From an optimization exercise on the open Yosys and OpenROAD flow, aimed at small area, a short achievable clock period and few clock cycles; shortcuts taken in it are not production practice. Function was checked by simulation only, so behaviour that the tests miss may differ from the original. Power is estimated from default activity; no workload was simulated.

--- flow/design.v ---
module pcmux_rx (
    input  wire        clk,
    input  wire        rst,
    input  wire        in_valid,
    input  wire [7:0]  in_data,
    output wire        in_ready,
    input  wire [11:0] cfg_prog_en,
    input  wire [95:0] cfg_prog_code,
    output reg         tel_valid,
    output wire [7:0]  tel_data,
    output reg         evt_valid,
    output wire [7:0]  evt_data,
    output reg         ack
);
    localparam K_VER    = 3'd0;   
    localparam K_SALT   = 3'd1;   
    localparam K_PSTA   = 3'd2;   
    localparam K_PSTB   = 3'd3;   
    localparam K_TEL1   = 3'd4;   
    localparam K_EVT1   = 3'd5;   
    localparam K_PBAD   = 3'd6;   
    localparam K_CKSUM  = 3'd7;   
    reg        rdy;
    reg        a_v, b_v;
    reg  [7:0] a_d, b_d;
    assign in_ready = rdy;
    wire take = in_valid & rdy;
    reg  [5:0]  len;         
    reg         typ;         
    reg         pbank;       
    reg         bad1;        
    reg  [2:0]  kdec;        
    reg  [7:0]  prev;        
    reg  [15:0] sum;         
    reg  [7:0]  rb4;         
    reg  [8*61-1:0] rbv;     
    reg         act_v, pend_v, q1_v;
    reg  [2:0]  akind, pkind, q1kind;
    reg  [15:0] adat, pdat, q1dat;   
    reg  [3:0]  arec;
    reg  [5:0]  abp;
    reg         lastrec;     
    reg         rec_done;    
    wire a_pst = (akind == K_PSTA) || (akind == K_PSTB);
    reg  [7:0] vnext, vbyte;
    always @(*) begin
        case (abp)
            6'd1: vnext = rbv[8*(5) +: 8]; 6'd2: vnext = rbv[8*(6) +: 8]; 6'd3: vnext = rbv[8*(7) +: 8];
            6'd4: vnext = rbv[8*(8) +: 8]; 6'd5: vnext = rbv[8*(9) +: 8]; 6'd6: vnext = rbv[8*(10) +: 8];
            6'd7: vnext = rbv[8*(11) +: 8]; 6'd8: vnext = rbv[8*(12) +: 8]; 6'd9: vnext = rbv[8*(13) +: 8];
            6'd10: vnext = rbv[8*(14) +: 8]; 6'd11: vnext = rbv[8*(15) +: 8]; 6'd12: vnext = rbv[8*(16) +: 8];
            6'd13: vnext = rbv[8*(17) +: 8]; 6'd14: vnext = rbv[8*(18) +: 8]; 6'd15: vnext = rbv[8*(19) +: 8];
            6'd16: vnext = rbv[8*(20) +: 8]; 6'd17: vnext = rbv[8*(21) +: 8]; 6'd18: vnext = rbv[8*(22) +: 8];
            6'd19: vnext = rbv[8*(23) +: 8]; 6'd20: vnext = rbv[8*(24) +: 8]; 6'd21: vnext = rbv[8*(25) +: 8];
            6'd22: vnext = rbv[8*(26) +: 8]; 6'd23: vnext = rbv[8*(27) +: 8]; 6'd24: vnext = rbv[8*(28) +: 8];
            6'd25: vnext = rbv[8*(29) +: 8]; 6'd26: vnext = rbv[8*(30) +: 8]; 6'd27: vnext = rbv[8*(31) +: 8];
            6'd28: vnext = rbv[8*(32) +: 8]; 6'd29: vnext = rbv[8*(33) +: 8]; 6'd30: vnext = rbv[8*(34) +: 8];
            6'd31: vnext = rbv[8*(35) +: 8]; 6'd32: vnext = rbv[8*(36) +: 8]; 6'd33: vnext = rbv[8*(37) +: 8];
            6'd34: vnext = rbv[8*(38) +: 8]; 6'd35: vnext = rbv[8*(39) +: 8]; 6'd36: vnext = rbv[8*(40) +: 8];
            6'd37: vnext = rbv[8*(41) +: 8]; 6'd38: vnext = rbv[8*(42) +: 8]; 6'd39: vnext = rbv[8*(43) +: 8];
            6'd40: vnext = rbv[8*(44) +: 8]; 6'd41: vnext = rbv[8*(45) +: 8]; 6'd42: vnext = rbv[8*(46) +: 8];
            6'd43: vnext = rbv[8*(47) +: 8]; 6'd44: vnext = rbv[8*(48) +: 8]; 6'd45: vnext = rbv[8*(49) +: 8];
            6'd46: vnext = rbv[8*(50) +: 8]; 6'd47: vnext = rbv[8*(51) +: 8]; 6'd48: vnext = rbv[8*(52) +: 8];
            6'd49: vnext = rbv[8*(53) +: 8]; 6'd50: vnext = rbv[8*(54) +: 8]; 6'd51: vnext = rbv[8*(55) +: 8];
            6'd52: vnext = rbv[8*(56) +: 8]; 6'd53: vnext = rbv[8*(57) +: 8]; 6'd54: vnext = rbv[8*(58) +: 8];
            6'd55: vnext = rbv[8*(59) +: 8]; 6'd56: vnext = rbv[8*(60) +: 8];
            default: vnext = 8'h00;
        endcase
    end
    always @(posedge clk) vbyte <= vnext;
    wire       fbank = akind[0];
    wire [7:0] p6 = adat[15:8];
    wire [7:0] p7 = adat[7:0];
    reg prog_known;
    integer pi;
    always @(*) begin
        prog_known = 1'b0;
        for (pi = 0; pi < 12; pi = pi + 1)
            if (cfg_prog_en[pi] && cfg_prog_code[pi*8 +: 8] == p7)
                prog_known = 1'b1;
    end
    wire        is_salt = (akind == K_SALT);
    wire [7:0]  mx = is_salt ? adat[15:8] : arec[0] ? (fbank ? rbv[8*((22) + 12) +: 8] : rbv[8*(22) +: 8]) : (fbank ? rbv[8*((20) + 12) +: 8] : rbv[8*(20) +: 8]);
    wire [7:0]  my = arec[0] ? (fbank ? rbv[8*((23) + 12) +: 8] : rbv[8*(23) +: 8]) : (fbank ? rbv[8*((21) + 12) +: 8] : rbv[8*(21) +: 8]);
    reg  [15:0] prod;
    always @(posedge clk) begin
        if (abp == 6'd0)
            prod <= is_salt ? {3'd0, mx, 5'd0} + {4'd0, mx, 4'd0}
                            : {2'd0, mx, 6'd0} + {8'd0, my};
        else if (abp == 6'd1)
            prod <= is_salt ? prod + {7'd0, mx, 1'b0}
                            : prod - {6'd0, mx, 2'd0};
    end
    reg        r_evt;
    reg [7:0]  r_id;
    reg [5:0]  r_len;
    reg [31:0] r_val;
    reg        r_vb;         
    always @(*) begin
        r_evt  = 1'b0;
        r_id   = 8'h00;
        r_len  = 6'd1;
        r_val  = 32'd0;
        r_vb   = 1'b0;
        case (akind)
            K_VER: begin
                r_id  = 8'h01;
                r_len = adat[5:0];
                r_vb  = 1'b1;
            end
            K_SALT: begin
                if (arec == 4'd0) begin
                    r_id   = 8'h03;
                    r_len  = 6'd2;
                    r_val  = {prod, 16'd0};
                end else begin
                    r_id   = {4'h1, 1'b0, arec[2:0] - 3'd1};
                    r_val  = {7'd0, adat[arec[2:0] - 3'd1], 24'd0};
                end
            end
            K_TEL1: begin
                r_id  = adat[15:8];
                r_val = {adat[7:0], 24'd0};
            end
            K_EVT1: begin
                r_evt = 1'b1;
                r_id  = adat[15:8];
                r_val = {adat[7:0], 24'd0};
            end
            K_PBAD: begin
                r_evt = 1'b1;
                r_id  = 8'h02;
                r_len = 6'd2;
                r_val = {adat, 16'd0};
            end
            K_CKSUM: begin
                r_evt = 1'b1;
                r_id  = 8'h03;
                r_len = 6'd4;
                r_val = {sum, adat};
            end
            default: begin   
                case (arec[2:0])
                    3'd0: begin
                        if (p6 == 8'h0A) begin
                            r_id = 8'h20; r_val = {8'h01, 24'd0};
                        end else if (p6 == 8'h04) begin
                            r_id = 8'h20; r_val = {8'h00, 24'd0};
                        end else begin
                            r_evt = 1'b1; r_id = 8'h07; r_val = {p6, 24'd0};
                        end
                    end
                    3'd1: begin
                        r_val = {p7, 24'd0};
                        if (prog_known) r_id = 8'h21;
                        else begin r_evt = 1'b1; r_id = 8'h08; end
                    end
                    3'd2: begin r_id = 8'h22; r_len = 6'd2; r_val = {(fbank ? rbv[8*((12) + 12) +: 8] : rbv[8*(12) +: 8]), (fbank ? rbv[8*((13) + 12) +: 8] : rbv[8*(13) +: 8]), 16'd0}; end
                    3'd3: begin r_id = 8'h23; r_len = 6'd2; r_val = {(fbank ? rbv[8*((14) + 12) +: 8] : rbv[8*(14) +: 8]), (fbank ? rbv[8*((15) + 12) +: 8] : rbv[8*(15) +: 8]), 16'd0}; end
                    3'd4: begin r_id = 8'h24; r_val = {(fbank ? rbv[8*((16) + 12) +: 8] : rbv[8*(16) +: 8]), 24'd0}; end
                    3'd5: begin r_id = 8'h25; r_val = {(fbank ? rbv[8*((17) + 12) +: 8] : rbv[8*(17) +: 8]), 24'd0}; end
                    default: begin
                        r_id = {7'b0010011, arec[0]}; r_len = 6'd2; r_val = {prod, 16'd0};
                    end
                endcase
            end
        endcase
    end
    wire [5:0] vpos = abp - 6'd2;
    reg  [7:0] emit_byte;
    always @(*) begin
        if (abp == 6'd0)
            emit_byte = r_id;
        else if (abp == 6'd1)
            emit_byte = {2'b00, r_len};
        else if (r_vb)
            emit_byte = vbyte;
        else
            emit_byte = r_val[(6'd31 - {vpos[1:0], 3'b000}) -: 8];
    end
    wire act_finish = act_v & rec_done & lastrec;
    reg [6:0] fa;
    reg [5:0] fb;
    always @(*) begin
        fb = 6'd23;
        case (arec[2:0])
            3'd0, 3'd1, 3'd2: fa = 7'd12;
            3'd3:    fa = 7'd14;
            3'd4:    fa = 7'd16;
            3'd5:    fa = 7'd17;
            3'd6:    fa = 7'd20;
            default: fa = 7'd22;
        endcase
        case (akind)
            K_VER: begin
                fa = (abp < 6'd2) ? 7'd5 : {1'b0, abp} + 7'd3;
                fb = 6'd60;
            end
            K_PSTA: ;
            K_PSTB: begin
                fa = fa + 7'd12;
                fb = 6'd35;
            end
            K_CKSUM: fa = 7'd0;
            default: fa = 7'd64;
        endcase
        if (!act_v) fa = 7'd64;
    end
    reg  [6:0] flo;
    reg  [5:0] fhi;
    reg        pf_ck, pf_ver, pf_sa, pf_sb;
    reg        p_wr;         
    reg  [5:0] wslot;        
    reg        w_sa, w_sb;   
    wire blocked_pos =
        ((len >= 6'd3) && (flo == 7'd0 || pf_ck)) ||
        (p_wr && (({1'b0, wslot} >= flo && wslot <= fhi) || pf_ver ||
                  (pf_sa && w_sa) || (pf_sb && w_sb)));
    wire [7:0] b = a_d;
    wire [7:0] n   = rbv[8*(8) +: 8];
    wire [7:0] r6  = rbv[8*(6) +: 8];
    wire [7:0] r7  = rbv[8*(7) +: 8];
    wire [7:0] r9  = rbv[8*(9) +: 8];
    wire [7:0] r10 = rbv[8*(10) +: 8];
    wire       pos0 = (len == 6'd0);
    wire       start = pos0 && (b == 8'h10 || b == 8'hFF);
    wire [2:0] kd_b = (b == 8'h03) ? 3'd0 : (b == 8'h16) ? 3'd1 :
                      (b == 8'h12) ? 3'd2 : (b == 8'h01) ? 3'd3 : 3'd4;
    wire       c_bad   = (len >= 6'd2) && bad1;
    wire       c_done  = !c_bad && (len >= 6'd3) && (prev == 8'h10) && (b == 8'h03);
    wire [2:0] c_k     = (len == 6'd3) ? 3'd0 : kdec;
    reg [7:0] hdr_exp;
    always @(*) begin
        case (len[1:0])
            2'd1:    hdr_exp = 8'h00;
            2'd2:    hdr_exp = 8'hFF;
            default: hdr_exp = 8'hA5;
        endcase
    end
    wire       p_hbad  = (len >= 6'd1) && (len <= 6'd3) && (b != hdr_exp);
    reg        p_last;       
    wire       p_done  = p_last;
    reg        ck_hi;        
    wire       p_ckbad = !ck_hi || (sum[7:0] != b);
    wire       p_stat  = (r6 == 8'h60) && (r7 == 8'h07);
    wire       p_add   = (len >= 6'd4) && (len <= 6'd8 || ({3'd0, len} <= {1'b0, n} + 9'd8));
    wire       ceil    = (len == 6'd63);
    reg        f_end;        
    reg [2:0]  f_kind;
    reg        f_job;        
    reg [5:0]  f_vlen;
    reg [15:0] f_dat;
    reg        f_ack;
    always @(*) begin
        f_end  = 1'b0;
        f_kind = K_VER;
        f_job  = 1'b0;
        f_vlen = (len >= 6'd8) ? len - 6'd7 : 6'd0;
        f_dat  = {prev, b};
        f_ack  = 1'b0;
        if (!pos0) begin
            if (!typ) begin
                if (c_done) begin
                    f_end = 1'b1;
                    f_ack = 1'b1;
                    f_job = (c_k != 3'd4);
                    case (c_k)
                        3'd0: begin f_kind = K_VER;  f_dat = {10'd0, f_vlen}; end
                        3'd1: begin f_kind = K_TEL1; f_dat = {8'h02, rb4}; end
                        3'd2: begin f_kind = K_SALT; f_dat = {rb4, (len == 6'd5) ? b : rbv[8*(5) +: 8]}; end
                        default: begin f_kind = K_TEL1; f_dat = {8'h04, 8'h01}; end
                    endcase
                end else if (ceil) begin
                    f_end  = 1'b1;
                    f_job  = 1'b1;
                    f_kind = K_EVT1;
                    f_dat  = c_bad ? {8'h01, rb4} : {8'h04, 8'h10};
                end
            end else begin
                if (p_hbad) begin
                    f_end  = 1'b1;
                    f_job  = 1'b1;
                    f_kind = K_PBAD;
                    f_dat  = {6'd0, len[1:0], b};
                end else if (p_done) begin
                    f_end = 1'b1;
                    if (p_ckbad) begin
                        f_job  = 1'b1;
                        f_kind = K_CKSUM;
                    end else if (p_stat) begin
                        f_job  = 1'b1;
                        if (n < 8'd13) begin
                            f_kind = K_EVT1;
                            f_dat  = {8'h09, n};
                        end else begin
                            f_kind = pbank ? K_PSTB : K_PSTA;
                            f_dat  = {r9, r10};
                        end
                    end
                end else if (ceil) begin
                    f_end  = 1'b1;
                    f_job  = 1'b1;
                    f_kind = K_EVT1;
                    f_dat  = {8'h04, 8'hFF};
                end
            end
        end
    end
    wire act_free = !act_v || act_finish;
    wire blocked  = blocked_pos || (f_end && q1_v);
    wire proc     = a_v && !blocked;
    wire wr_buf   = a_v && !blocked_pos && p_wr;
    wire [5:0] len1   = len + 6'd1;
    wire [5:0] wslot1 = (typ && pbank && len1 >= 6'd12) ? len1 + 6'd12 : len1;
    wire new_job  = proc && f_job;
    integer wi;
    always @(posedge clk) begin
        for (wi = 5; wi <= 60; wi = wi + 1)
            if (wr_buf && wslot == wi) rbv[8*wi +: 8] <= b;
    end
    reg [7:0] obyte;
    assign tel_data = obyte;
    assign evt_data = obyte;
    function fst_a(input v, input [2:0] k);
        fst_a = v && (k == K_PSTA);
    endfunction
    function fst_b(input v, input [2:0] k);
        fst_b = v && (k == K_PSTB);
    endfunction
    always @(posedge clk) begin
        tel_valid <= 1'b0;
        evt_valid <= 1'b0;
        ack       <= 1'b0;
        if (rst) begin
            rdy    <= 1'b1;
            a_v    <= 1'b0;
            b_v    <= 1'b0;
            len    <= 6'd0;
            p_wr   <= 1'b0;
            wslot  <= 6'd0;
            w_sa   <= 1'b0;
            w_sb   <= 1'b0;
            pbank  <= 1'b0;
            flo    <= 7'd64;
            fhi    <= 6'd60;
            pf_ck  <= 1'b0;
            pf_ver <= 1'b0;
            pf_sa  <= 1'b0;
            pf_sb  <= 1'b0;
            p_last <= 1'b0;
            act_v  <= 1'b0;
            pend_v <= 1'b0;
            q1_v   <= 1'b0;
        end else begin
            if (!a_v || proc) begin
                if (b_v) begin
                    a_d <= b_d;
                    a_v <= 1'b1;
                    b_v <= take;
                    b_d <= in_data;
                    rdy <= !take;
                end else begin
                    a_d <= in_data;
                    a_v <= take;
                    rdy <= 1'b1;
                end
            end else begin
                if (take) begin
                    b_d <= in_data;
                    b_v <= 1'b1;
                end
                rdy <= !(take || b_v);
            end
            flo    <= fa;
            fhi    <= fb;
            pf_ck  <= (pend_v && pkind == K_CKSUM) || (q1_v && q1kind == K_CKSUM);
            pf_ver <= (pend_v && pkind == K_VER)   || (q1_v && q1kind == K_VER);
            pf_sa  <= fst_a(pend_v, pkind) || fst_a(q1_v, q1kind);
            pf_sb  <= fst_b(pend_v, pkind) || fst_b(q1_v, q1kind);
            if (proc) begin
                prev  <= b;
                ck_hi <= (sum[15:8] == b);
                p_last <= typ && !f_end && (len >= 6'd9) &&
                          ({3'd0, len} == {1'b0, n} + 9'd9);
                if (pos0) begin
                    if (start) begin
                        typ <= (b == 8'hFF);
                        if (b == 8'hFF) pbank <= !pbank;
                        len   <= 6'd1;
                        wslot <= 6'd1;
                    end
                end else if (f_end) begin
                    len   <= 6'd0;
                    p_wr  <= 1'b0;
                    wslot <= 6'd0;
                    w_sa  <= 1'b0;
                    w_sb  <= 1'b0;
                end else begin
                    len   <= len1;
                    p_wr  <= (len1 >= 6'd5) && (!typ || len1 <= 6'd23) && (len1 <= 6'd60);
                    wslot <= wslot1;
                    w_sa  <= (wslot1 >= 6'd12) && (wslot1 <= 6'd23);
                    w_sb  <= (wslot1 >= 6'd24) && (wslot1 <= 6'd35);
                end
                if (len == 6'd1) bad1 <= (b != 8'h02);
                if (len == 6'd1 || (len == 6'd4 && !bad1)) rb4 <= b;
                if (len == 6'd3) begin
                    kdec <= kd_b;
                    sum  <= {8'd0, b};
                end else if (p_add) begin
                    sum  <= sum + {8'd0, b};
                end
                if (f_ack) ack <= 1'b1;
            end
            if (act_v) begin
                if (r_evt) evt_valid <= 1'b1;
                else       tel_valid <= 1'b1;
                obyte <= emit_byte;
                rec_done <= !rec_done && (abp == r_len);
                if (rec_done) begin
                    abp  <= 6'd0;
                    arec <= arec + 4'd1;
                    lastrec <= (akind == K_SALT && arec == 4'd7) ||
                               (a_pst && arec == 4'd6);
                end else begin
                    abp <= abp + 6'd1;
                end
            end
            if (act_free) begin
                if (pend_v) begin
                    act_v   <= 1'b1;
                    akind   <= pkind;
                    lastrec <= (pkind == K_VER) || pkind[2];
                    arec    <= 4'd0;
                    abp     <= 6'd0;
                    rec_done <= 1'b0;
                    adat    <= pdat;
                    pend_v  <= q1_v | new_job;
                    q1_v    <= q1_v & new_job;
                    if (q1_v) begin
                        pkind <= q1kind;
                        pdat  <= q1dat;
                    end else begin
                        pkind <= f_kind;
                        pdat  <= f_dat;
                    end
                    q1kind <= f_kind;
                    q1dat  <= f_dat;
                end else if (new_job) begin
                    act_v   <= 1'b1;
                    akind   <= f_kind;
                    lastrec <= (f_kind == K_VER) || f_kind[2];
                    arec    <= 4'd0;
                    abp     <= 6'd0;
                    rec_done <= 1'b0;
                    adat    <= f_dat;
                end else begin
                    act_v <= 1'b0;
                end
            end else if (new_job) begin
                if (!pend_v) begin
                    pend_v <= 1'b1;
                    pkind  <= f_kind;
                    pdat   <= f_dat;
                end else begin
                    q1_v   <= 1'b1;
                    q1kind <= f_kind;
                    q1dat  <= f_dat;
                end
            end
        end
    end
endmodule
--- flow/flow/run.sh ---
#!/bin/bash
# The standard layout (the standard.sh, standard synthesis), with two
# changes to how it is made:
#  - repair_timing aims at 6.5 ns of setup slack, well inside the period;
#  - the port buffers are plain sky130_fd_sc_hd__buf_2 cells.
# Everything else (SDC, period, floorplan, CTS, routing) is the standard flow.
set -euo pipefail
bash standard.sh SETUP_SLACK_MARGIN=6.5 \
    "BUFFER_PORTS_ARGS=-buffer_cell sky130_fd_sc_hd__buf_2" \
    finish > standard_flow.log 2>&1
--- flow/standard.sh ---
#!/bin/bash
# synth_recipe.tcl (not shown) runs the flow's synth.tcl, then flattens the netlist and writes it again
# the make line also repeats each setting of config.mk as NAME=value (left out here)
make -C /OpenROAD-flow-scripts/flow DESIGN_CONFIG=/design/flow/config.mk WORK_HOME=/design/flow/orfs CLKGATE_MAP_FILE= SYNTH_SCRIPT=/design/flow/synth_recipe.tcl "${@:-finish}"
--- flow/config.mk ---
export PLATFORM = sky130hd
export DESIGN_NAME = pcmux_rx
export DESIGN_NICKNAME = pcmux_rx
export VERILOG_FILES = /design/flow/design.v
export SDC_FILE = /design/flow/constraint.sdc
export NUM_CORES = 4
export LEC_CHECK = 0
export CAP_MARGIN = 20
export CORE_MARGIN = 2
export CORE_UTILIZATION = 55
export CTS_BUF_LIST = sky130_fd_sc_hd__clkbuf_16
export CTS_CLUSTER_DIAMETER = 60
export CTS_CLUSTER_SIZE = 20
export SLEW_MARGIN = 20
--- flow/constraint.sdc ---
create_clock -name core_clock -period 10.0 [get_ports {clk}]
set_input_delay 2.0000 -clock core_clock [delete_from_list [all_inputs] [get_ports {clk}]]
set_output_delay 2.0000 -clock core_clock [all_outputs]
set_load 0.01 [all_outputs]
==> impl_results.md, run 1 <==
- Adder-Cell Fraction of Synth Area: 3.44%
- Mux cell area share after synthesis: 5.10%
- Largest family of logic cells by synthesized area: compound AO/OA/AOI/OAI gates
- Switch share: 24.5%
- Die ar.: 61400 µm²
- Vias per cell: 7.35
- Num CTS Buffers: 49
- Port bufs: 138
- IO Count: 139
- WP buf/inv: 0
- Worst Path Arrival: 4.20 ns
- Total grt overflow: 0
- Final Setup Violations: 0
- Core Area: 58900 µm²
- DR WL/cell: 36.6 µm
- Post-synth EDFFs: 595
- Net count after synthesis: 2957
- CP endpoint: vbyte[5]
- Synth unique cells: 83
- Final Core Density: 64.5%
- Share of cells above drive strength 1: 21.3%
- Internal power: 0.00405 W
- Max Cap Violations: 0
- Crit path from: abp[3]
- R2r setup slk: 6.33 ns
- FF-to-FF path depth: 7
- LEAKAGE: 13.0 nW
- Crit path capture type: flop
- Top delay family on crit path: simple AND/OR/NAND/NOR gates
- Yosys warns: 1
- Largest net degree at the start of global routing: 60
- Die extent in x: 248 µm
- Worst hold path type: flop to flop
- Xor and xnor area share after synthesis: 4.42%
- P&R area growth vs syn: 16.2%
- CTS tree: done
- DRC viols: 0
- Synth Area in Simple Gates: 11.6%
- Tmin final: 3.67 ns
- GPL Wtd Cong: 1.12
- Setup TNS: 0 ns
- Max Clock Skew: 0.0445 ns
- Critical path, cell by cell: nor2_1, nand2_1, nor2_1, a22oi_1, nand4_1, nor3_1, nand2_1
- Comb power frac: 6.8%
- Relative slew margins: 13.4%
- Cell area after layout: 38000 µm²
- Hold buffers post-CTS: 0
- Clock network fraction of total power: 38.2%
- Seq/Total Area, Yosys: 57.5%
- Async SR Flop Fraction: 0%
- CP max stage cell: nor2_1
- Final Cycle Share: 36.7%
- Total GRT Usage: 43.3%
- P_sw: 0.00131 W
- Primary FF master, synth: edfxtp_1
- Mean post-synth cell area: 11.9 µm²
- FF-to-FF Start: abp[3]
- Final HPWL DP: 96.3 mm
- Vias in the first global route: 25000
- Fin nets: 3159
- CP Launch Type: flop
- Worst skew pair latency: 0.65 ns
- Clock transition at the registers of the reported paths: 0.08 ns
- Crit Path Category: flop to flop
- Slew Viols, Final: 0
- Starting Density: 55.5%
- Antenna-violating nets left: 0
- Vias: 27700
- Pwr dens: 141 nW/µm²
- Crit path max fanout: 14
- Slew of the pin with the lowest slew margin: 1.29 ns
- Seq cells post-synth: 642
- CP Depth: 7
- Synth Area in Compound Gates: 15.2%
- Root Buffer: clkbuf_16
- Flop pwr share: 55.0%
- Row cnt: 89
- Unrepaired setup endpoints after global routing: true
- Pre-antenna DRT Iters: 7
- Clock Path Buffers: 3
- Dpl cell area: 34300 µm²
- Worst VDD drop: 174 µV
- Htree depth: 2
- WP data required: 10.53 ns
- Num Clock Sinks: 642
- Syn Std Cell Area: 32700 µm²
- Die Y: 248 µm
- First-pass GRT wire length: 186 mm
- First DRT Iteration DRCs: 5407
- Initial antenna violation count: 9
- Largest stage delay, worst path: 0.99 ns
- Fmax: 273 MHz
- Reg-to-reg endpoint: vbyte[5]
- Final hold vios: 0
- WL final: 138 mm
- Mapped Cells: 2752
- Status: complete, no violations
## logic make-up (layout without fill, tap and decap cells)
kind of cell,count (synthesis),count (layout)
and+or+nand+nor,779,785
buffers and inverters,228,457
DFF,642,642
adders and majority gates,87,87
AOI/OAI and AO/OA,712,712
xor gates and xnor gates,165,165
other,0,8
muxes,139,139
## synthesized netlist by cell type, types with 25 or more instances
master	instances	area (µm²)
xnor2_1	73	639
nor2b_1	27	169
nor3_1	53	265
ha_1	81	1010
inv_1	76	285
a31oi_1	25	156
mux2_2	60	676
dfxtp_1	47	941
and3_1	37	231
nand4_1	67	419
nand3_1	72	360
mux2i_1	63	631
a221oi_1	56	490
nor2_1	245	920
a21oi_1	115	576
nand2_1	166	623
edfxtp_1	595	17900
a22o_1	43	377
a22oi_1	166	1250
nor4_1	32	200
clkbuf_1	115	432
xor2_1	92	806
o21ai_0	127	636
## through the flow
step | worst slack, ns | power (W) | hold WS, ns | std cells
after floorplan | 6.24 | 0.00318 | 0.432 | 2752
after global placement | 5.59 | 0.00331 | 0.503 | 3574
after detailed placement | 5.48 | 0.00332 | 0.517 | 3574
after CTS | 6.49 | 0.00533 | 0.527 | 3708
after global routing | 6.43 | 0.00546 | 0.546 | 3760
final | 6.33 | 0.00537 | 0.527 | 3768
## worst min path at each step
stage,startpoint,end,slack (ns),cells past startpoint
after floorplan,w_sb,w_sb,0.43,2
after global placement,q1dat[10],pdat[10],0.50,2
after detailed placement,q1dat[10],pdat[10],0.52,2
after CTS,w_sb,w_sb,0.53,2
after global routing,w_sb,w_sb,0.55,2
final,q1dat[3],pdat[3],0.53,2
## per-layer routing
layer  vias to the layer above  part of all wire (%)  global-route usage (%)
li1                      11100                     -                       -
met1                     13500                    36                    58.0
met2                      2528                    41                    62.3
met3                       575                    15                    14.9
met4                         8                   7.2                    22.4
met5                         -                  0.21                    2.15
## registers in the layout, summed over array words and instances (netlist names), 4 cells and up
register  count
arec          4
obyte         8
pdat         16
b_d           8
abp           6
rbv         448
prev          8
flo           7
fhi           4
sum          16
a_d           8
rb4           8
q1dat        16
wslot         4
len           6
prod         16
adat         16
vbyte         8
## power by group through the flow
stage / registers, W / logic (W) / clock network [W]
6_report: 0.00295 / 0.000364 / 0.00205
5_1_grt: 0.00295 / 0.000376 / 0.00213
4_1_cts: 0.00295 / 0.000322 / 0.00205
3_5_place_dp: 0.00302 / 0.000299 / 0
3_3_place_gp: 0.00302 / 0.000296 / 0
2_1_floorplan: 0.00302 / 0.000156 / 0
## worst reg2reg max path: cells and delay by family (launching register included)
family,cells,cell delay (ns)
flip-flops,1,0.70
AO/OA/AOI/OAI,1,0.44
AND/OR/NAND/NOR,6,2.44
## layout make-up
| cell class | instances | area [µm²] |
|---|---|---|
| well taps | 773 | 967 |
| multi-input cells | 1888 | 14000 |
| clock inverters | 34 | 364 |
| clock buffers | 50 | 1250 |
| diodes | 8 | 20.0 |
| flip-flops and latches | 642 | 18800 |
| fillers | 4474 | 20900 |
| repair inverters | 1 | 5.00 |
| inverters | 78 | 319 |
| repair buffers | 294 | 2290 |
## what timing repair did
item | CTS | global route
setup endpoints to repair | 690 | 363
resized for setup | 184 | 95
pin swaps | 17 | 23
setup buffers | 42 | 43
gates cloned | 8 | 9
## cell usage in the layout, fill, tap and decap left out, drive strengths merged, types with 10 or more instances in the layout
cell type,instances
edfxtp,595
buf,284
nor2,245
a22oi,166
nand2,166
o21ai,129
a21oi,116
xor2,92
inv,91
ha,81
xnor2,73
nand3,72
nand4,67
mux2i,63
mux2,60
a221oi,57
clkbuf,56
nor3,53
dfxtp,47
a22o,43
and3,37
nor4,33
nor2b,27
a31oi,25
and2,20
o211ai,18
a211oi,17
mux4,16
nand2b,16
clkinv,14
a21o,12
o21a,12
a222oi,12
or3,10
Testbench counts, summed over its fixed seeds: cycles 47,810.
==> run 2, diff against run 1 <==
--- a/flow/design.v
+++ b/flow/design.v
@@ -25,6 +25,11 @@
     reg  [7:0] a_d, b_d;
     assign in_ready = rdy;
     wire take = in_valid & rdy;
+    function [5:0] bcls(input [7:0] x);
+        bcls = {x == 8'h03, x == 8'h10, x == 8'hFF, x == 8'h02, x == 8'h00, x == 8'hA5};
+    endfunction
+    reg  [5:0] a_c;
+    wire a_03 = a_c[5], a_10 = a_c[4], a_ff = a_c[3], a_02 = a_c[2], a_00 = a_c[1], a_a5 = a_c[0];
     reg  [5:0]  len;         
     reg         typ;         
     reg         pbank;       
@@ -43,27 +48,29 @@
     reg         rec_done;    
     wire a_pst = (akind == K_PSTA) || (akind == K_PSTB);
     reg  [7:0] vnext, vbyte;
+    reg  [5:0] vidx;
+    always @(posedge clk) vidx <= abp + 6'd5;
     always @(*) begin
-        case (abp)
-            6'd1: vnext = rbv[8*(5) +: 8]; 6'd2: vnext = rbv[8*(6) +: 8]; 6'd3: vnext = rbv[8*(7) +: 8];
-            6'd4: vnext = rbv[8*(8) +: 8]; 6'd5: vnext = rbv[8*(9) +: 8]; 6'd6: vnext = rbv[8*(10) +: 8];
-            6'd7: vnext = rbv[8*(11) +: 8]; 6'd8: vnext = rbv[8*(12) +: 8]; 6'd9: vnext = rbv[8*(13) +: 8];
-            6'd10: vnext = rbv[8*(14) +: 8]; 6'd11: vnext = rbv[8*(15) +: 8]; 6'd12: vnext = rbv[8*(16) +: 8];
-            6'd13: vnext = rbv[8*(17) +: 8]; 6'd14: vnext = rbv[8*(18) +: 8]; 6'd15: vnext = rbv[8*(19) +: 8];
-            6'd16: vnext = rbv[8*(20) +: 8]; 6'd17: vnext = rbv[8*(21) +: 8]; 6'd18: vnext = rbv[8*(22) +: 8];
-            6'd19: vnext = rbv[8*(23) +: 8]; 6'd20: vnext = rbv[8*(24) +: 8]; 6'd21: vnext = rbv[8*(25) +: 8];
-            6'd22: vnext = rbv[8*(26) +: 8]; 6'd23: vnext = rbv[8*(27) +: 8]; 6'd24: vnext = rbv[8*(28) +: 8];
-            6'd25: vnext = rbv[8*(29) +: 8]; 6'd26: vnext = rbv[8*(30) +: 8]; 6'd27: vnext = rbv[8*(31) +: 8];
-            6'd28: vnext = rbv[8*(32) +: 8]; 6'd29: vnext = rbv[8*(33) +: 8]; 6'd30: vnext = rbv[8*(34) +: 8];
-            6'd31: vnext = rbv[8*(35) +: 8]; 6'd32: vnext = rbv[8*(36) +: 8]; 6'd33: vnext = rbv[8*(37) +: 8];
-            6'd34: vnext = rbv[8*(38) +: 8]; 6'd35: vnext = rbv[8*(39) +: 8]; 6'd36: vnext = rbv[8*(40) +: 8];
-            6'd37: vnext = rbv[8*(41) +: 8]; 6'd38: vnext = rbv[8*(42) +: 8]; 6'd39: vnext = rbv[8*(43) +: 8];
-            6'd40: vnext = rbv[8*(44) +: 8]; 6'd41: vnext = rbv[8*(45) +: 8]; 6'd42: vnext = rbv[8*(46) +: 8];
-            6'd43: vnext = rbv[8*(47) +: 8]; 6'd44: vnext = rbv[8*(48) +: 8]; 6'd45: vnext = rbv[8*(49) +: 8];
-            6'd46: vnext = rbv[8*(50) +: 8]; 6'd47: vnext = rbv[8*(51) +: 8]; 6'd48: vnext = rbv[8*(52) +: 8];
-            6'd49: vnext = rbv[8*(53) +: 8]; 6'd50: vnext = rbv[8*(54) +: 8]; 6'd51: vnext = rbv[8*(55) +: 8];
-            6'd52: vnext = rbv[8*(56) +: 8]; 6'd53: vnext = rbv[8*(57) +: 8]; 6'd54: vnext = rbv[8*(58) +: 8];
-            6'd55: vnext = rbv[8*(59) +: 8]; 6'd56: vnext = rbv[8*(60) +: 8];
+        case (vidx)
+            6'd5: vnext = rbv[8*(5) +: 8]; 6'd6: vnext = rbv[8*(6) +: 8]; 6'd7: vnext = rbv[8*(7) +: 8];
+            6'd8: vnext = rbv[8*(8) +: 8]; 6'd9: vnext = rbv[8*(9) +: 8]; 6'd10: vnext = rbv[8*(10) +: 8];
+            6'd11: vnext = rbv[8*(11) +: 8]; 6'd12: vnext = rbv[8*(12) +: 8]; 6'd13: vnext = rbv[8*(13) +: 8];
+            6'd14: vnext = rbv[8*(14) +: 8]; 6'd15: vnext = rbv[8*(15) +: 8]; 6'd16: vnext = rbv[8*(16) +: 8];
+            6'd17: vnext = rbv[8*(17) +: 8]; 6'd18: vnext = rbv[8*(18) +: 8]; 6'd19: vnext = rbv[8*(19) +: 8];
+            6'd20: vnext = rbv[8*(20) +: 8]; 6'd21: vnext = rbv[8*(21) +: 8]; 6'd22: vnext = rbv[8*(22) +: 8];
+            6'd23: vnext = rbv[8*(23) +: 8]; 6'd24: vnext = rbv[8*(24) +: 8]; 6'd25: vnext = rbv[8*(25) +: 8];
+            6'd26: vnext = rbv[8*(26) +: 8]; 6'd27: vnext = rbv[8*(27) +: 8]; 6'd28: vnext = rbv[8*(28) +: 8];
+            6'd29: vnext = rbv[8*(29) +: 8]; 6'd30: vnext = rbv[8*(30) +: 8]; 6'd31: vnext = rbv[8*(31) +: 8];
+            6'd32: vnext = rbv[8*(32) +: 8]; 6'd33: vnext = rbv[8*(33) +: 8]; 6'd34: vnext = rbv[8*(34) +: 8];
+            6'd35: vnext = rbv[8*(35) +: 8]; 6'd36: vnext = rbv[8*(36) +: 8]; 6'd37: vnext = rbv[8*(37) +: 8];
+            6'd38: vnext = rbv[8*(38) +: 8]; 6'd39: vnext = rbv[8*(39) +: 8]; 6'd40: vnext = rbv[8*(40) +: 8];
+            6'd41: vnext = rbv[8*(41) +: 8]; 6'd42: vnext = rbv[8*(42) +: 8]; 6'd43: vnext = rbv[8*(43) +: 8];
+            6'd44: vnext = rbv[8*(44) +: 8]; 6'd45: vnext = rbv[8*(45) +: 8]; 6'd46: vnext = rbv[8*(46) +: 8];
+            6'd47: vnext = rbv[8*(47) +: 8]; 6'd48: vnext = rbv[8*(48) +: 8]; 6'd49: vnext = rbv[8*(49) +: 8];
+            6'd50: vnext = rbv[8*(50) +: 8]; 6'd51: vnext = rbv[8*(51) +: 8]; 6'd52: vnext = rbv[8*(52) +: 8];
+            6'd53: vnext = rbv[8*(53) +: 8]; 6'd54: vnext = rbv[8*(54) +: 8]; 6'd55: vnext = rbv[8*(55) +: 8];
+            6'd56: vnext = rbv[8*(56) +: 8]; 6'd57: vnext = rbv[8*(57) +: 8]; 6'd58: vnext = rbv[8*(58) +: 8];
+            6'd59: vnext = rbv[8*(59) +: 8]; 6'd60: vnext = rbv[8*(60) +: 8];
             default: vnext = 8'h00;
         endcase
     end
@@ -223,21 +230,15 @@
     wire [7:0] r9  = rbv[8*(9) +: 8];
     wire [7:0] r10 = rbv[8*(10) +: 8];
     wire       pos0 = (len == 6'd0);
-    wire       start = pos0 && (b == 8'h10 || b == 8'hFF);
+    wire       start = pos0 && (a_10 || a_ff);
     wire [2:0] kd_b = (b == 8'h03) ? 3'd0 : (b == 8'h16) ? 3'd1 :
                       (b == 8'h12) ? 3'd2 : (b == 8'h01) ? 3'd3 : 3'd4;
     wire       c_bad   = (len >= 6'd2) && bad1;
-    wire       c_done  = !c_bad && (len >= 6'd3) && (prev == 8'h10) && (b == 8'h03);
+    reg        pv10;         
+    wire       c_done  = !c_bad && (len >= 6'd3) && pv10 && a_03;
     wire [2:0] c_k     = (len == 6'd3) ? 3'd0 : kdec;
-    reg [7:0] hdr_exp;
-    always @(*) begin
-        case (len[1:0])
-            2'd1:    hdr_exp = 8'h00;
-            2'd2:    hdr_exp = 8'hFF;
-            default: hdr_exp = 8'hA5;
-        endcase
-    end
-    wire       p_hbad  = (len >= 6'd1) && (len <= 6'd3) && (b != hdr_exp);
+    wire       p_hbad  = (len == 6'd1 && !a_00) || (len == 6'd2 && !a_ff) ||
+                         (len == 6'd3 && !a_a5);
     reg        p_last;       
     wire       p_done  = p_last;
     reg        ck_hi;        
@@ -355,12 +356,14 @@
             if (!a_v || proc) begin
                 if (b_v) begin
                     a_d <= b_d;
+                    a_c <= bcls(b_d);
                     a_v <= 1'b1;
                     b_v <= take;
                     b_d <= in_data;
                     rdy <= !take;
                 end else begin
                     a_d <= in_data;
+                    a_c <= bcls(in_data);
                     a_v <= take;
                     rdy <= 1'b1;
                 end
@@ -379,13 +382,14 @@
             pf_sb  <= fst_b(pend_v, pkind) || fst_b(q1_v, q1kind);
             if (proc) begin
                 prev  <= b;
+                pv10  <= a_10;
                 ck_hi <= (sum[15:8] == b);
                 p_last <= typ && !f_end && (len >= 6'd9) &&
                           ({3'd0, len} == {1'b0, n} + 9'd9);
                 if (pos0) begin
                     if (start) begin
-                        typ <= (b == 8'hFF);
-                        if (b == 8'hFF) pbank <= !pbank;
+                        typ <= a_ff;
+                        if (a_ff) pbank <= !pbank;
                         len   <= 6'd1;
                         wslot <= 6'd1;
                     end
@@ -402,7 +406,7 @@
                     w_sa  <= (wslot1 >= 6'd12) && (wslot1 <= 6'd23);
                     w_sb  <= (wslot1 >= 6'd24) && (wslot1 <= 6'd35);
                 end
-                if (len == 6'd1) bad1 <= (b != 8'h02);
+                if (len == 6'd1) bad1 <= !a_02;
                 if (len == 6'd1 || (len == 6'd4 && !bad1)) rb4 <= b;
                 if (len == 6'd3) begin
                     kdec <= kd_b;
==> run 2 against run 1 <==
Against the previous run: synthesized cell count grew 2.2%; die area grew 2.1%; final area grew 1.3%; fmax grew 2.4%; first-iteration DRC count shrank 11%; global-route usage shrank 0.31 points; synthesized area grew 2.1%; register-to-register slack gained 0.09 ns; wire length grew 0.14%; non-clock buffer count grew 16; critical path depth is the same.
==> impl_results.md, run 2 <==
- CP Launch Type: flop (unchanged)
- Worst hold path type: flop to flop (unchanged)
- Cell area after layout: 38500 µm² (was 38000 µm²)
- Largest net degree at the start of global routing: 62 (was 60)
- Most instantiated cells after synthesis: edfxtp_1, nor2_1, nand2_1 (was edfxtp_1, nor2_1, a22oi_1, nand2_1, o21ai_0)
- Synth unique cells: 93 (was 83)
- DR WL/cell: 35.8 µm (was 36.6 µm)
- Post-synth EDFFs: 602 (was 595)
- Num Clock Sinks: 655 (was 642)
- R2r setup slk: 6.42 ns (was 6.33 ns)
- Area contributors post-synth: edfxtp_1, a22oi_1, dfxtp_1 (was edfxtp_1, a22oi_1, ha_1)
- P&R area growth vs syn: 15.3% (was 16.2%)
- Setup TNS: 0 ns (unchanged)
- First DRT Iteration DRCs: 4808 (was 5407)
- Row cnt: 90 (was 89)
- Count leader, synth: edfxtp_1 (unchanged)
- Vias: 28000 (was 27700)
- P_sw: 0.00142 W (was 0.00131 W)
- Seq cells post-synth: 655 (was 642)
- First-pass GRT wire length: 192 mm (was 186 mm)
- Crit path capture type: flop (unchanged)
- Net count after synthesis: 3017 (was 2957)
- Core Area: 60100 µm² (was 58900 µm²)
- CP max stage cell: nor2_1 (unchanged)
- Die Y: 250 µm (was 248 µm)
- LEAKAGE: 13.3 nW (was 13.0 nW)
- Area leader, netlist: edfxtp_1 (unchanged)
- Max Clock Skew: 0.0465 ns (was 0.0445 ns)
- Syn Std Cell Area: 33400 µm² (was 32700 µm²)
- Relative slew margins: 15.3% (was 13.4%)
- Clock Path Buffers: 3 (unchanged)
- DRC viols: 0 (unchanged)
- WP buf/inv: 0 (unchanged)
- Vias per cell: 7.27 (was 7.35)
- WL final: 138 mm (about the same)
- Final Setup Violations: 0 (unchanged)
- Internal power: 0.00415 W (was 0.00405 W)
- Die ar.: 62700 µm² (was 61400 µm²)
- Dpl cell area: 35200 µm² (was 34300 µm²)
- Top delay family on crit path: simple AND/OR/NAND/NOR gates (unchanged)
- IO Count: 139 (unchanged)
- Layout fillers: 4662 (was 4474)
- Initial antenna violation count: 8 (was 9)
- Fin nets: 3231 (was 3159)
- WP data required: 10.50 ns (was 10.53 ns)
- Total GRT Usage: 43.0% (was 43.3%)
- Crit path max fanout: 10 (was 14)
- Async SR Flop Fraction: 0% (unchanged)
- Yosys warns: 1 (unchanged)
- Critical path, cell by cell: nor2b_1, nand3_1, nor2_1, a22oi_1, nand4_1, nor2_1, nand4_1 (was nor2_1, nand2_1, nor2_1, a22oi_1, nand4_1, nor3_1, nand2_1)
- Pre-antenna DRT Iters: 10 (was 7)
- Largest register FFs: 448 (unchanged)
- Slew Viols, Final: 0 (unchanged)
- Root Buffer: clkbuf_16 (unchanged)
- Pwr dens: 145 nW/µm² (was 141 nW/µm²)
- Share of the synthesized area in the top cell type: 54.2% (was 54.6%)
- Flop pwr share: 54.6% (was 55.0%)
- Starting Density: 55.5% (about the same)
- Unrepaired setup endpoints after global routing: true (unchanged)
- Tmin final: 3.58 ns (was 3.67 ns)
- Slew of the pin with the lowest slew margin: 1.27 ns (was 1.29 ns)
- GPL Wtd Cong: 1.05 (was 1.12)
- Die extent in x: 250 µm (was 248 µm)
- Worst Path Arrival: 4.08 ns (was 4.20 ns)
- Mean post-synth cell area: 11.9 µm² (about the same)
- Worst skew pair latency: 0.64 ns (was 0.65 ns)
- Tot Pwr: 0.00557 W (was 0.00537 W)
- Most common cell after layout, fill and taps aside: edfxtp_1 (unchanged)
- Switch share: 25.6% (was 24.5%)
- Primary FF master, synth: edfxtp_1 (unchanged)
- Mapped Cells: 2813 (was 2752)
- Share of cells above drive strength 1: 19.8% (was 21.3%)
- Seq/Total Area, Yosys: 57.3% (was 57.5%)
- Total grt overflow: 0 (unchanged)
- Status: complete, no violations (unchanged)
- CTS tree: done (unchanged)
- Fmax: 279 MHz (was 273 MHz)
- Final hold vios: 0 (unchanged)
- Clock transition at the registers of the reported paths: 0.08 ns (about the same)
- Placed cells: 3677 (was 3574)
- Most frequent cells in the layout: edfxtp_1, nor2_1, a22oi_1, buf_4, nand2_1 (was edfxtp_1, nor2_1, a22oi_1)
- Comb power frac: 8.6% (was 6.8%)
- Clock network fraction of total power: 36.8% (was 38.2%)
- Num CTS Buffers: 48 (was 49)
- Biggest register: rbv (unchanged)
- Antenna-violating nets left: 0 (unchanged)
- Post-Layout Cell Count: 3850 (was 3768)
- Largest stage delay, worst path: 0.93 ns (was 0.99 ns)
- Htree depth: 2 (unchanged)
- Crit Path Category: flop to flop (unchanged)
- Port bufs: 138 (unchanged)
- Final Cycle Share: 35.8% (was 36.7%)
- Worst VDD drop: 166 µV (was 174 µV)
- Final HPWL DP: 98.3 mm (was 96.3 mm)
- Vias in the first global route: 25900 (was 25000)
- Max Cap Violations: 0 (unchanged)
-- run 2: cell types whose count changed after synthesis, sizes merged, moves of 13 or more --
cell	change
nor2	+28
a21oi	+22
and3	-21
a22oi	-20
nand2	-16
xor2	+16
o21ai	-15
a221oi	+14
mux2	-14
clkbuf	-13
nor3	+13
-- run 2: power by group through the flow --
| stage | registers, W | clock network (W) | logic, W |
|---|---|---|---|
| after global routing | 0.00304 | 0.00213 | 0.000495 |
| after CTS | 0.00304 | 0.00204 | 0.000439 |
| after detailed placement | 0.00311 | 0 | 0.000422 |
| after floorplan | 0.00310 | 0 | 0.000225 |
| after global placement | 0.00311 | 0 | 0.000417 |
| final | 0.00304 | 0.00205 | 0.000480 |
-- run 2: worst paths after layout --
check                                from       end  cells past startpoint
worst min-delay path            q1dat[10]  pdat[10]                      2
worst min register to register  q1dat[10]  pdat[10]                      2
worst max-delay path              vidx[3]  vbyte[2]                      7
worst max register to register    vidx[3]  vbyte[2]                      7
-- run 2: kinds of logic (layout without fill, tap and decap cells) --
| group | count (synthesis) | count (layout) | share of synthesized area [%] |
|---|---|---|---|
| compound gates | 734 | 734 | 15.7 |
| xor+xnor | 176 | 176 | 4.64 |
| fa+ha+maj | 85 | 85 | 3.30 |
| buf+inv | 235 | 485 | 2.85 |
| flops | 655 | 655 | 57.3 |
| mux | 128 | 128 | 4.57 |
| other cells | 0 | 5 | 0 |
| simple gates | 800 | 800 | 11.6 |
-- run 2: area by class of cell --
| cell class | instances | area (µm²) | area share (%) |
|---|---|---|---|
| inverter | 89 | 345 | 0.897 |
| clock inverter | 36 | 342 | 0.887 |
| tap | 782 | 978 | 2.54 |
| timing repair buffer | 310 | 2380 | 6.18 |
| multi-input combinational | 1923 | 14000 | 36.5 |
| clock buffer | 50 | 1250 | 3.25 |
| sequential | 655 | 19100 | 49.7 |
| antenna | 5 | 12.5 | 0.0325 |
-- run 2: worst register-to-register path: cells and delay by family, from the launching register on --
family	cells	cell delay, ns
compound gates	1	0.61
simple gates	6	2.16
flops	1	0.68
-- run 2: per-stage QoR --
stage / hold slack, ns / util (%) / worst slack (ns)
after floorplan: 0.454 / - / 6.43
after global placement: 0.505 / 58.5 / 5.23
after detailed placement: 0.519 / 58.5 / 5.09
after CTS: 0.533 / 62.9 / 6.45
after global routing: 0.558 / 64.0 / 6.34
final: 0.537 / 64.0 / 6.42
-- run 2: timing repair --
action	4_1_cts	5_1_grt
gates resized for setup	166	57
pin swaps	13	16
cloned	4	4
hold buffers	0	0
hold endpoints to repair	0	0
setup endpoints to repair	667	540
buffers inserted	35	38
-- run 2: routing by layer --
| metal | track usage [%] | routed length, µm | part of all wire [%] | up-vias |
|---|---|---|---|---|
| li1 | - | - | - | 11400 |
| met2 | 62.2 | 57900 | 42 | 2442 |
| met3 | 13.6 | 20500 | 15 | 450 |
| met1 | 58.8 | 50700 | 37 | 13700 |
| met5 | 0 | 27 | 0.020 | - |
| met4 | 21.2 | 8840 | 6.4 | 4 |
Testbench counts of run 2, summed over its fixed seeds: cycles 47,810.

-- port drivers added, routing unchanged --
No port has a modelled driver above. Below, the same layouts with a new extraction and two added sets of constraints. Step 1 assumes that a clkbuf_16 drives the clock port and a buf_2 every other input. Step 2 adds t to the input delays and takes it off the output delays; t is the mean of the earliest and latest rising clock arrival at the registers after step 1. Input paths then give back, and output paths get back, about the clock's delay inside the block. Slacks: ideal ports / drivers / drivers and shift; pairs: ideal ports / drivers.
run | shift t [ns] | setup WS [ns] | worst data-port slew with drivers (ns) | pins driven straight from the clock port
run 1 | 0.692 | 6.332 / 6.332 / 5.988 | 0.04 | 1
run 2 | 0.682 | 6.419 / 6.419 / 6.037 | 0.06 | 1
After both steps every run listed still meets setup and hold. The setup slack of run 2, which loses most, moves by 0.000 ns with the drivers and by -0.382 ns with both steps.
